This design comes from an exercise in tuning for a short achievable clock period and few clock cycles on the open sky130 flow, not from production work. The RTL was checked by simulation tests, not by an equivalence proof against the original design. Power is estimated from default activity; no workload was simulated.

==> exp/ember: inputs <==
==> flow/design.v (excerpt) <==
module kt8_core (
    input  wire        clk,
    input  wire        rst,           
    input  wire        start,         
    input  wire [15:0] start_addr,    
    input  wire        suspend,       
    output wire        mem_req,
    output wire        mem_we,
    output wire [15:0] mem_addr,
    output wire [7:0]  mem_wdata,
    input  wire [7:0]  mem_rdata,
    input  wire        mem_ready,
    output wire        busy,
    output wire        halted,
    output wire        faulted,
    output wire [2:0]  fault_code,
    output wire        retire,
    output wire [15:0] pc,
    output wire [7:0]  a,
    output wire [7:0]  w,
    output wire [7:0]  x,
    output wire [7:0]  y,
    output wire [7:0]  z,
    output wire [7:0]  sp,
    output wire [7:0]  flags
);
clock: 8.0 ns
lec_check: 0
abc_clock_period_in_ps: 3000
cap_margin: 20
core_margin: 2
core_utilization: 40
setup_slack_margin: 4.5
slew_margin: 20
synth_memory_max_bits: 16384
tns_end_percent: 5
run.sh (not shown) runs the stock make flow with config.mk's settings and CLKGATE_MAP_FILE= SYNTH_SCRIPT=/design/flow/synth_recipe.tcl, a recipe that flattens the netlist after the stock synthesis.
==> exp/sierra (differences from exp/ember) <==
--- a/flow/design.v
+++ b/flow/design.v
@@ -33,14 +33,16 @@
     localparam [2:0] F_ADDRESS = 3'd5;
     localparam [1:0] C_SEQ = 2'd0, C_BR = 2'd1, C_JMP = 2'd2, C_STOP = 2'd3;
     reg        st_busy, st_halted, st_faulted;
     reg [2:0]  st_fault;
     reg        retire_r;
     reg [15:0] pc_r;
     reg [7:0]  ra, rw, rx, ry, rz, rsp, rfl;
+    reg [7:0]  sp_p1, sp_p2;       
+    reg        at_end_r;           
     reg [16:0] end_r;
     reg [15:0] start_r;
     reg        in_hdr;
     reg [1:0]  hstep;
     reg [7:0]  hdr0, hdr1;
     assign busy       = st_busy;
     assign halted     = st_halted;
@@ -86,14 +88,24 @@
             else if (o == 8'd62 || o == 8'd64) need_of = 2'b11;
             else if (o >= 8'd69 && o <= 8'd74)
                 need_of = (o == 8'd69 || o == 8'd72) ? 2'b11 : (o == 8'd70 || o == 8'd73) ? 2'b01 : 2'b10;
             else if (o == 8'd75 || o == 8'd77) need_of = 2'b11;
             else if (o == 8'd76 || o == 8'd78) need_of = 2'b01;
         end
     endfunction
+    function op_idx;       
+        input [7:0] o;
+        begin
+            case (o)
+                8'd3, 8'd6, 8'd9, 8'd12, 8'd15, 8'd18, 8'd20, 8'd22, 8'd24, 8'd26,
+                8'd45, 8'd48, 8'd51, 8'd54, 8'd57, 8'd60, 8'd70, 8'd73, 8'd76, 8'd78: op_idx = 1'b1;
+                default: op_idx = 1'b0;
+            endcase
+        end
+    endfunction
     function [1:0] cls_of;
         input [7:0] o;
         begin
             if (o >= 8'd31 && o <= 8'd36)      cls_of = C_BR;
             else if (o == 8'd27 || o == 8'd29) cls_of = C_JMP;
             else if (o == 8'd28 || o == 8'd30) cls_of = C_STOP;
             else                               cls_of = C_SEQ;
@@ -132,14 +144,15 @@
     wire [15:0] pcp2    = pc_prev + 16'd2;
     wire [15:0] pcp3    = pc_prev + 16'd3;
     reg [7:0]  iq_op [0:3];
     reg [7:0]  iq_b1 [0:3];
     reg [7:0]  iq_b2 [0:3];
     reg [15:0] iq_nx [0:3];
     reg [3:0]  iq_pr;
+    reg [3:0]  iq_qidx, iq_qpop;    
     reg [1:0]  iq_h, iq_t;
     reg [2:0]  iq_n;
     wire       iq_sp = (iq_n != 3'd4);
     wire f_look    = f_on && !f_fm && !miss_r;             
     wire f_lstep   = f_look && iq_sp;                      
     wire f_rd_ok   = p_rd_now && (wb_n == 2'd0);           
     wire f_restore = f_on && !f_fm && miss_r;
@@ -153,14 +166,16 @@
     wire [1:0]  n_cls  = cls_of(fop);
     wire [15:0] n_brt  = pc_f + {{8{fa1[7]}}, fa1};
     wire [15:0] n_jt   = {fa1, fa2} + 16'd3;
     wire [15:0] n_tgt  = (n_cls == C_BR) ? n_brt : n_jt;
     wire [7:0]  n_b1   = (n_cls == C_BR || n_cls == C_JMP) ? n_tgt[15:8] : fa1;
     wire [7:0]  n_b2   = (n_cls == C_BR || n_cls == C_JMP) ? n_tgt[7:0]  : fa2;
     wire        n_pr   = (n_cls == C_BR) && fa1[7];    
+    wire        n_tk   = (n_cls == C_JMP) || (n_cls == C_BR && n_pr);
+    wire [15:0] n_next = n_tk ? {n_b1, n_b2} : pc_f3;
     wire [7:0]  g_op   = f_fm ? fop   : h_op;
     wire [7:0]  g_b1   = f_fm ? n_b1  : h_b1;
     wire [7:0]  g_b2   = f_fm ? n_b2  : h_b2;
     wire [1:0]  g_cls  = f_fm ? n_cls : h_cls;
     wire        g_pr   = f_fm ? n_pr  : h_pr;
     wire        g_ret  = f_fm ? fop[1] : h_ret;
     reg  [15:0] jt_r, rt_r;
@@ -196,16 +211,16 @@
         if (f_restore) begin
             f_nx = pc_prev;
             if (f_cap_rs) f_nx = need_rd[1] ? pcp1 : need_rd[0] ? pcp2 : pcp3;
         end else if (!f_fm) begin
             f_nx = pc_f;
         end else if (f_commit) begin
             if (!iq_sp) f_nx = pc_f;
-            else if (!g_tk && f_cap_next) f_nx = need_rd[1] ? pc_f3 + 16'd1 : need_rd[0] ? pc_f3 + 16'd2 : pc_f3 + 16'd3;
-            else f_nx = g_next;
+            else if (!n_tk && f_cap_next) f_nx = need_rd[1] ? pc_f3 + 16'd1 : need_rd[0] ? pc_f3 + 16'd2 : pc_f3 + 16'd3;
+            else f_nx = n_next;
         end else if (f_cap) begin
             case (fk)
                 2'd0:    f_nx = need_rd[1] ? faddr1 : need_rd[0] ? faddr2 : faddr3;
                 2'd1:    f_nx = need_fo[0] ? faddr1 : faddr2;
                 default: f_nx = faddr1;
             endcase
         end
@@ -315,15 +330,15 @@
     wire d_rmw   = k_rol && d_mem || k_ror && d_mem || k_inc || k_dec;
     wire d_pop   = k_pos || k_poa || k_ret;
     wire d_push  = k_phs || k_pha || k_jfn;
     wire d_st    = k_st;
     wire d_rd0   = (d_mem && !d_st) || d_pop || k_jmpi;
     wire [15:0] d_ea   = d_idx ? {8'h00, db2 + rw} : {db1, db2};
     wire [15:0] d_ea2  = {db1, db2} + 16'd1;
-    wire [15:0] d_rad0 = d_pop ? {8'h01, rsp + 8'd1} : d_ea;
+    wire [15:0] d_rad0 = d_pop ? {8'h01, sp_p1} : d_ea;
     wire        d_wrw  = (k_ld && d_rsel == 3'd2) || (k_inr && d_rsel == 3'd2) ||
                          (k_der && d_rsel == 3'd2) || (k_mov && db2[2:0] == 3'd2);
     wire        d_msp  = d_pop || d_push;
     reg        iv;
     reg [1:0]  estep;
     reg e_nop, e_mov, e_ld, e_st, e_jmp, e_jmpi, e_jfn, e_ret, e_br;
     reg e_clc, e_sec, e_clo, e_phs, e_pos, e_pha, e_poa, e_cmp;
@@ -342,15 +357,15 @@
     reg        code01;        
     reg        smc_r;         
     reg        smc_last;      
     wire       smc_kill = smc_r && smc_last;    
     wire fl_n = rfl[7];
     wire fl_z = rfl[1];
     wire fl_c = rfl[0];
-    wire at_end  = {1'b0, pc_r} >= end_r;
+    wire at_end  = at_end_r;
     wire e_afl   = &pc_r[15:1];
     wire e_rd_blk = p_own_e && ((wb_n != 2'd0 && p_addr == wb_a0) || (wb_n == 2'd2 && p_addr == wb_a1));
     wire rd_e    = p_rd_now && p_own_e && !e_rd_blk;
     wire [7:0] e_rdata = mem_rdata;
     function [7:0] reg_rd;
         input [2:0] sel;
         begin
@@ -467,15 +482,15 @@
     reg [7:0]  e_wdata;
     always @(*) begin
         e_waddr = e_ea;
         e_wdata = reg_rd(e_rsel);
         if (e_phs)      begin e_waddr = {8'h01, rsp}; e_wdata = rfl; end
         else if (e_pha) begin e_waddr = {8'h01, rsp}; e_wdata = ra; end
         else if (e_jfn) begin e_waddr = {8'h01, rsp}; e_wdata = (estep == 2'd0) ? pc_r[15:8] : pc_r[7:0]; end
-        else if (e_pop) begin e_waddr = {8'h01, rsp + 8'd1}; e_wdata = 8'h00; end
+        else if (e_pop) begin e_waddr = {8'h01, sp_p1}; e_wdata = 8'h00; end
         else if (e_rol) e_wdata = rol_r;
         else if (e_ror) e_wdata = ror_r;
         else if (e_inc) e_wdata = inc_r;
         else if (e_dec) e_wdata = dec_r;
     end
     wire f_act   = f_on && (f_fm || miss_r);
     wire lo_code = code01 || (f_on && f_fm && pc_f[15:9] == 7'd0) || (f_on && miss_r && pc_prev[15:9] == 7'd0);
@@ -499,32 +514,32 @@
             e_npc   = e_raw + 16'd3;
             e_redir = !e_pred || (e_raw != e_pnx3);
         end
         if (smc_pend || (smc_r && !smc_last)) e_redir = 1'b1;
     end
     wire e_redirect = e_done && e_redir;
     wire e_altgo    = e_redirect && e_br && e_av;      
-    wire hazard = iv && ((d_idx && e_wrw) || (d_pop && e_msp));
+    wire hazard = iv && ((iq_qidx[iq_h] && e_wrw) || (iq_qpop[iq_h] && e_msp));
     wire d_adv  = dv && !hazard && (!iv || e_done) && !e_redirect && !smc_r && st_busy && !in_hdr && !e_end;
     wire [15:0] f_rtgt = e_altgo ? e_anx : e_redirect ? e_npc : pc_r;
     reg        en_rd;
     reg [15:0] en_addr;
     always @(*) begin
         en_rd = 1'b0;
         en_addr = e_ea;
         if (d_adv) begin
             en_rd = d_rd0;
             en_addr = d_rad0;
         end else if (iv && !e_done && !e_end) begin
             if (e_adv) begin
                 en_rd = (e_ret && estep == 2'd0) || (e_jmpi && estep == 2'd0);
-                en_addr = e_ret ? {8'h01, rsp + 8'd2} : e_ea2;
+                en_addr = e_ret ? {8'h01, sp_p2} : e_ea2;
             end else begin
                 en_rd = e_nrd && !e_flt && (estep != 2'd0 || !at_end);
-                en_addr = e_pop ? {8'h01, rsp + 8'd1} : ((e_jmpi && estep == 2'd1) ? e_ea2 : e_ea);
+                en_addr = e_pop ? {8'h01, sp_p1} : ((e_jmpi && estep == 2'd1) ? e_ea2 : e_ea);
             end
         end
     end
     wire [15:0] f_req = f_nx;
     wire [1:0]  wb_n_nx = wb_n - {1'b0, wb_pop} + {1'b0, e_qw};
     wire [15:0] wh_a = wb_pop ? ((wb_n == 2'd2) ? wb_a1 : e_waddr) : ((wb_n == 2'd0) ? e_waddr : wb_a0);
     wire [7:0]  wh_d = wb_pop ? ((wb_n == 2'd2) ? wb_d1 : e_wdata) : ((wb_n == 2'd0) ? e_wdata : wb_d0);
@@ -626,28 +641,28 @@
     end
     always @(posedge clk) begin
         if (rst) begin
             st_busy <= 1'b0; st_halted <= 1'b0; st_faulted <= 1'b0; st_fault <= 3'd0;
             retire_r <= 1'b0;
             pc_r <= 16'h0000;
             ra <= 8'h00; rw <= 8'h00; rx <= 8'h00; ry <= 8'h00; rz <= 8'h00;
-            rsp <= 8'hFF; rfl <= 8'h24;
+            rsp <= 8'hFF; rfl <= 8'h24; sp_p1 <= 8'h00; sp_p2 <= 8'h01; at_end_r <= 1'b1;
             end_r <= 17'd0; start_r <= 16'h0000;
             in_hdr <= 1'b0; hstep <= 2'd0; hdr0 <= 8'h00; hdr1 <= 8'h00;
             iv <= 1'b0; estep <= 2'd0;
             tmp <= 8'h00; tmp2 <= 8'h00;
         end else begin
             retire_r <= 1'b0;
             if (start_cmd) begin
                 st_busy <= 1'b1; st_halted <= 1'b0; st_faulted <= 1'b0; st_fault <= 3'd0;
                 start_r <= start_addr;
                 end_r <= 17'd0;
                 pc_r <= 16'h0000;
                 ra <= 8'h00; rw <= 8'h00; rx <= 8'h00; ry <= 8'h00; rz <= 8'h00;
-                rsp <= 8'hFF; rfl <= 8'h24;
+                rsp <= 8'hFF; rfl <= 8'h24; sp_p1 <= 8'h00; sp_p2 <= 8'h01; at_end_r <= 1'b1;
                 iv <= 1'b0; estep <= 2'd0;
                 hstep <= 2'd0;
                 if (start_addr < PROG_LO) begin
                     st_busy <= 1'b0; st_faulted <= 1'b1; st_fault <= F_SEGMENT;
                     in_hdr <= 1'b0;
                 end else begin
                     in_hdr <= 1'b1;
@@ -664,14 +679,15 @@
                         default: begin
                             in_hdr <= 1'b0;
                             if (hdr0 != HDR_MARK) begin
                                 st_busy <= 1'b0; st_faulted <= 1'b1; st_fault <= F_HEADER;
                             end else begin
                                 end_r <= hdr_end;
                                 pc_r  <= start3;
+                                at_end_r <= ({1'b0, start3} >= hdr_end);
                             end
                         end
                     endcase
                 end
             end else if (st_busy) begin
                 if (e_halt) begin
                     st_busy <= 1'b0; st_halted <= 1'b1;
@@ -711,24 +727,29 @@
                         if (e_sub) ra <= sub_sum[7:0];
                         if (e_inr) begin
                             if (e_rsel == 3'd2) rw <= inr_v; else rx <= inr_v;
                         end
                         if (e_der) begin
                             if (e_rsel == 3'd2) rw <= der_v; else rx <= der_v;
                         end
-                        if (e_phs || e_pha || e_jfn) rsp <= rsp - 8'd1;
-                        if (e_pop && estep != 2'd2) rsp <= rsp + 8'd1;
+                        if (e_phs || e_pha || e_jfn) begin
+                            rsp <= rsp - 8'd1; sp_p1 <= rsp; sp_p2 <= sp_p1;
+                        end
+                        if (e_pop && estep != 2'd2) begin
+                            rsp <= sp_p1; sp_p1 <= sp_p2; sp_p2 <= sp_p2 + 8'd1;
+                        end
                         if (e_poa) ra <= e_rdata;
                         if (e_ret || e_jmpi) begin
                             if (estep == 2'd0) tmp  <= e_rdata;
                             if (estep == 2'd1) tmp2 <= e_rdata;
                         end
                         if (e_last) begin
                             retire_r <= 1'b1;
                             pc_r     <= e_npc;
+                            at_end_r <= ({1'b0, e_npc} >= end_r);
                             estep    <= 2'd0;
                         end else begin
                             estep    <= estep + 2'd1;
                         end
                     end
                     if (d_adv) begin
                         iv <= 1'b1;
@@ -765,17 +786,19 @@
             end
         end
     end
     always @(posedge clk) begin
         if (e_altgo) begin
             iq_op[0] <= e_aop; iq_b1[0] <= e_ab1; iq_b2[0] <= e_ab2;
             iq_nx[0] <= e_anx; iq_pr[0] <= e_apr;
+            iq_qidx[0] <= op_idx(e_aop); iq_qpop[0] <= (e_aop == 8'd30 || e_aop == 8'd41 || e_aop == 8'd43);
         end else if (f_wr) begin
             iq_op[iq_t] <= g_op; iq_b1[iq_t] <= g_b1; iq_b2[iq_t] <= g_b2;
             iq_nx[iq_t] <= g_next; iq_pr[iq_t] <= g_pr;
+            iq_qidx[iq_t] <= op_idx(g_op); iq_qpop[iq_t] <= (g_op == 8'd30 || g_op == 8'd41 || g_op == 8'd43);
         end
         if (alt_v) begin
             iq_aop[alt_idx] <= a_op; iq_ab1[alt_idx] <= a_b1; iq_ab2[alt_idx] <= a_b2;
             iq_anx[alt_idx] <= a_next; iq_apr[alt_idx] <= a_pr;
             iq_astop[alt_idx] <= (a_cls == C_STOP) && !a_pr;
         end
     end
@@ -845,17 +868,17 @@
                 f_fm <= 1'b0;
                 fk <= 2'd0;
             end else if (f_commit) begin
                 if (!iq_sp) begin
                     f_fm <= 1'b0;
                     fk <= 2'd0;
                 end else begin
-                    pc_f <= g_next;
-                    if (g_cls == C_STOP && !g_pr) f_on <= 1'b0;
-                    if (!g_tk && f_cap_next) begin
+                    pc_f <= n_next;
+                    if (n_cls == C_STOP) f_on <= 1'b0;
+                    if (!n_tk && f_cap_next) begin
                         fop <= mem_rdata;
                         fk <= need_rd[1] ? 2'd1 : need_rd[0] ? 2'd2 : 2'd3;
                     end else begin
                         fk <= 2'd0;
                     end
                 end
             end else if (f_cap) begin
==> comparison table <==
metric	exp/ember	exp/sierra
Crit path largest cell delay	0.45 ns	0.52 ns
Global-route wire length before repair	998,000 um	992,000 um
Result of the run	complete, no violations	complete, no violations
Area used by multi-input combinational logic	80,500 um2	80,600 um2
Filler cell count	37,800	38,300
Share of the synthesized area in the top cell type	0.513	0.510
Layout buffer count excluding clock buffers	1,435	1,169
Worst path depth	16	19
Met3 wirelength from detailed routing	90,400 um	84,700 um
PwrDens	193 nW/um2	198 nW/um2
Cell type of the slowest stage on the worst timing path	a221o_2	mux4_2
Post-route clock skew	0.0893 ns	0.151 ns
Worst IR Drop VDD	0.187 mV	0.194 mV
Combined flip-flop and latch cell area	98,600 um2	99,100 um2
Final Core Density	0.485	0.478
Testbench counts of exp/ember, summed over its fixed seeds: cycles 92,228.
Testbench counts of exp/sierra, summed over its fixed seeds: cycles 92,228.

static timing again, ports no longer ideal:
The flow's constraints put no driver on any port. The routed layouts listed below were extracted and timed again, unchanged, in two steps. Step 1, drivers: a clkbuf_16 drives clk and a buf_2 each remaining input, both assumed. Step 2 moves the port delays by t, midway between the first and last clock arrival at a register: inputs arrive t later, outputs are due t later. That takes back most of the time a late clock gives input paths. Three values: ideal ports, drivers, drivers and shift; two values: the first two.
| run | t (ns) | setup slack, ns | worst hold slack (ns) |
|---|---|---|---|
| exp/ember | 1.111 | 3.365 / 3.365 / 2.289 | 0.450 / 0.450 / 0.450 |
| exp/sierra | 1.114 | 3.447 / 3.447 / 2.460 | 0.458 / 0.458 / 0.458 |
After both steps setup and hold are still met in every run listed. For exp/ember, which loses most, drivers alone change the setup slack by 0.000 ns; drivers and shift together by -1.076 ns.
